Context: an optimization exercise on an open-source flow, tuned for small area. The choices shown serve that exercise and are no tape-out recipe.
Only simulation tests tie the RTL to the original design; equivalence was not proved.
The clock input has no modelled driver; a real chip could not lean on it and would need a root buffer or a full tree.

delta:
// fan_core
module fan_core (
  input  wire       clk,
  input  wire       rst,           
  input  wire       tick_us,       
  input  wire       ow_in,         
  output wire       ow_pull_low,   
  output reg        pwm_we,        
  output wire [7:0] pwm_raw,       
  output reg        st_presence,
  output reg        st_pos,
  output reg  [6:0] st_temp,
  output wire [2:0] st_idx
);
Size in the first run: roughly 170 cells after synthesis, ~0.0015 mm^2 of cells after synthesis.
Settings: LEC_CHECK=0, CAP_MARGIN=0, CORE_MARGIN=2, CORE_UTILIZATION=40, GPL_TIMING_DRIVEN=0, SLEW_MARGIN=0; clock period 10.0 ns.
standard.sh (not shown) runs the stock make flow with config.mk's settings and CLKGATE_MAP_FILE= SYNTH_SCRIPT=/design/flow/synth_recipe.tcl, a recipe that flattens the netlist after the stock synthesis.
==> flow/flow/run.sh <==
#!/bin/bash
# Layout flow: the standard synthesis, then an area-driven re-mapping of
# the combinational logic only (every register kept as synthesis made it,
# same names and cell types), then the standard ORFS layout with small port
# buffers and a two-buffer clock tree. Each tool writes its full output to a
# log file here.
set -euo pipefail
R=orfs/results/sky130hd/fan_core/base
YOSYS=${YOSYS_EXE:-yosys}

bash standard.sh synth > log_1_synth.txt 2>&1
cp $R/1_2_yosys.v synth_standard.v

# Re-map the combinational cells for area with ABC's deepsyn. Each round
# starts from the smallest netlist so far and runs four jobs at once: two
# random seeds, each mapped with amap (area.abc) and with &nf (area_nf.abc);
# registers are black boxes throughout.
LIB=$FLOW_HOME/platforms/sky130hd/lib/sky130_fd_sc_hd__tt_025C_1v80.lib
DU=$(sed -n '/^export DONT_USE_CELLS/,/^#/p' $FLOW_HOME/platforms/sky130hd/config.mk \
     | grep -o 'sky130_fd_sc_hd__[a-z0-9_]*' | sed 's/^/-dont_use /' | tr '\n' ' ')
FFS=$(grep -o '^ *sky130_fd_sc_hd__[a-z0-9_]*' synth_standard.v | sort -u | tr -d ' ' \
      | grep -E '__(e|s|se)?df|__dl' | tr '\n' ' ')
BEST_V=synth_standard.v
BEST_A=1000000000
for RND in $(seq 1 30); do
  for S in 1 2 3 4; do
    T=r${RND}_s$S
    if [ $S -le 2 ]; then SC=flow/area.abc; else SC=flow/area_nf.abc; fi
    sed "s/-S [0-9]*/-S $(( (RND * 2 + (S - 1) % 2) % 100 ))/" $SC > area_$T.abc
    cat > reopt_$T.ys <<EOS
read_liberty -overwrite -ignore_miss_func $LIB
blackbox $FFS
read_verilog $BEST_V
hierarchy -top $FLOW_TOP
flatten
opt -full
abc -script $(pwd)/area_$T.abc -liberty $LIB $DU
opt_clean -purge
tee -o stat_$T.txt stat -liberty $LIB
write_verilog -noattr -noexpr synth_reopt_$T.v
EOS
    $YOSYS -s reopt_$T.ys > log_1_reopt_$T.txt 2>&1 &
  done
  wait
  for S in 1 2 3 4; do
    T=r${RND}_s$S
    a=$(grep 'Chip area' stat_$T.txt | grep -o '[0-9.]*$' || true)
    if [ -n "$a" ] && [ -s synth_reopt_$T.v ] && python3 -c "import sys; sys.exit(0 if $a < $BEST_A else 1)"; then
      BEST_A=$a; BEST_V=synth_reopt_$T.v
    fi
  done
  echo "round $RND: smallest so far $BEST_A in $BEST_V" >> log_1_pick.txt
done
cp $BEST_V $R/1_2_yosys.v
touch $R/1_2_yosys.v
rm -f $R/1_synth.odb $R/1_synth.sdc

export BUFFER_PORTS_ARGS="-buffer_cell sky130_fd_sc_hd__buf_1"
export FLOW_CLK=clk ONE_CLKBUF=sky130_fd_sc_hd__clkbuf_8 ONE_CLKN=2
export PRE_CTS_TCL=$(pwd)/flow/cts_one.tcl
bash standard.sh > log_2_layout.txt 2>&1
==> flow/flow/area.abc <==
strash
&get -n
&deepsyn -T 25 -S 2
&put
dch -f
amap
strash
dch -f
amap
==> flow/flow/area_nf.abc <==
strash
&get -n
&deepsyn -T 25 -S 2
&dch -f
&nf -R 1000 -p
&put
Other scripts of this flow, unchanged in this note and not shown: flow/flow/cts_one.tcl
delta did not stop at any stage, and its layout met the timing, design-rule and antenna checks.
diff inputs: delta => nickel
-- flow/flow/run.sh --
<<< delta, line 25
for RND in $(seq 1 30); do
>>> nickel, line 25
for RND in 1 2 3 4 5 6; do
<<< delta, line 29
    sed "s/-S [0-9]*/-S $(( (RND * 2 + (S - 1) % 2) % 100 ))/" $SC > area_$T.abc
>>> nickel, line 29
    sed "s/-S [0-9]*/-S $((RND * 10 + (S - 1) % 2 + 1))/" $SC > area_$T.abc
-- flow/flow/area.abc --
<<< delta, line 3
&deepsyn -T 25 -S 2
>>> nickel, line 3
&deepsyn -T 30 -S 2
==> flow/flow/area_nf.abc <==
strash
&get -n
&deepsyn -T 30 -S 2
&dch -f
&nf -R 1000 -p
&put
[summary]
Area: nickel vs delta -> nickel larger. Relative to delta, initial core utilization has gone up in nickel. In the flow results for delta and nickel, the via count is smaller on nickel. Core utilization: nickel higher than delta. nickel vs. delta: worst hold slack shrank by 9.8 ps, final routed wirelength across all metal layers decreased by 1.6% relative to the old numbers, overall fraction of global-route tracks in use -0.47 points, share of the clock period used by the worst path after layout now larger, number of logic stages on the critical path including buffering decreased by 2 relative to the old numbers. Lower sequential share of layout area goes to nickel over delta.
In every run of this note, the design's own scripts or RTL, not TritonCTS, make the clock network.

==> static timing again, ports no longer ideal <==
In the flow no input, the clock included, has a driving cell. The finished layouts below were timed again as built, in two steps. Step 1 (the two cells are an assumption about what drives the block):
set clk [get_ports {clk}]
set_driving_cell -lib_cell sky130_fd_sc_hd__clkbuf_16 $clk
set_driving_cell -lib_cell sky130_fd_sc_hd__buf_2 [delete_from_list [all_inputs] $clk]
Step 2, shift: input delay + t, output delay - t, t = (earliest + latest rising clock arrival at the registers) / 2. This alone moves slack from input paths to output paths. Slacks: ideal / step 1 / step 2; pairs: ideal / step 1.
| run | t, ns | setup slack, ns | worst hold slack (ns) | worst setup path after step 2 | slew at the worst register clock pin (ns) |
|---|---|---|---|---|---|
| delta | 0.187 | 5.822 / 5.787 / 5.883 | 0.438 / 0.438 / 0.438 | input to register | 0.10 / 0.10 |
| nickel | 0.189 | 5.801 / 5.768 / 5.957 | 0.429 / 0.429 / 0.429 | register to output | 0.11 / 0.11 |
After both steps every run listed still meets setup and hold.
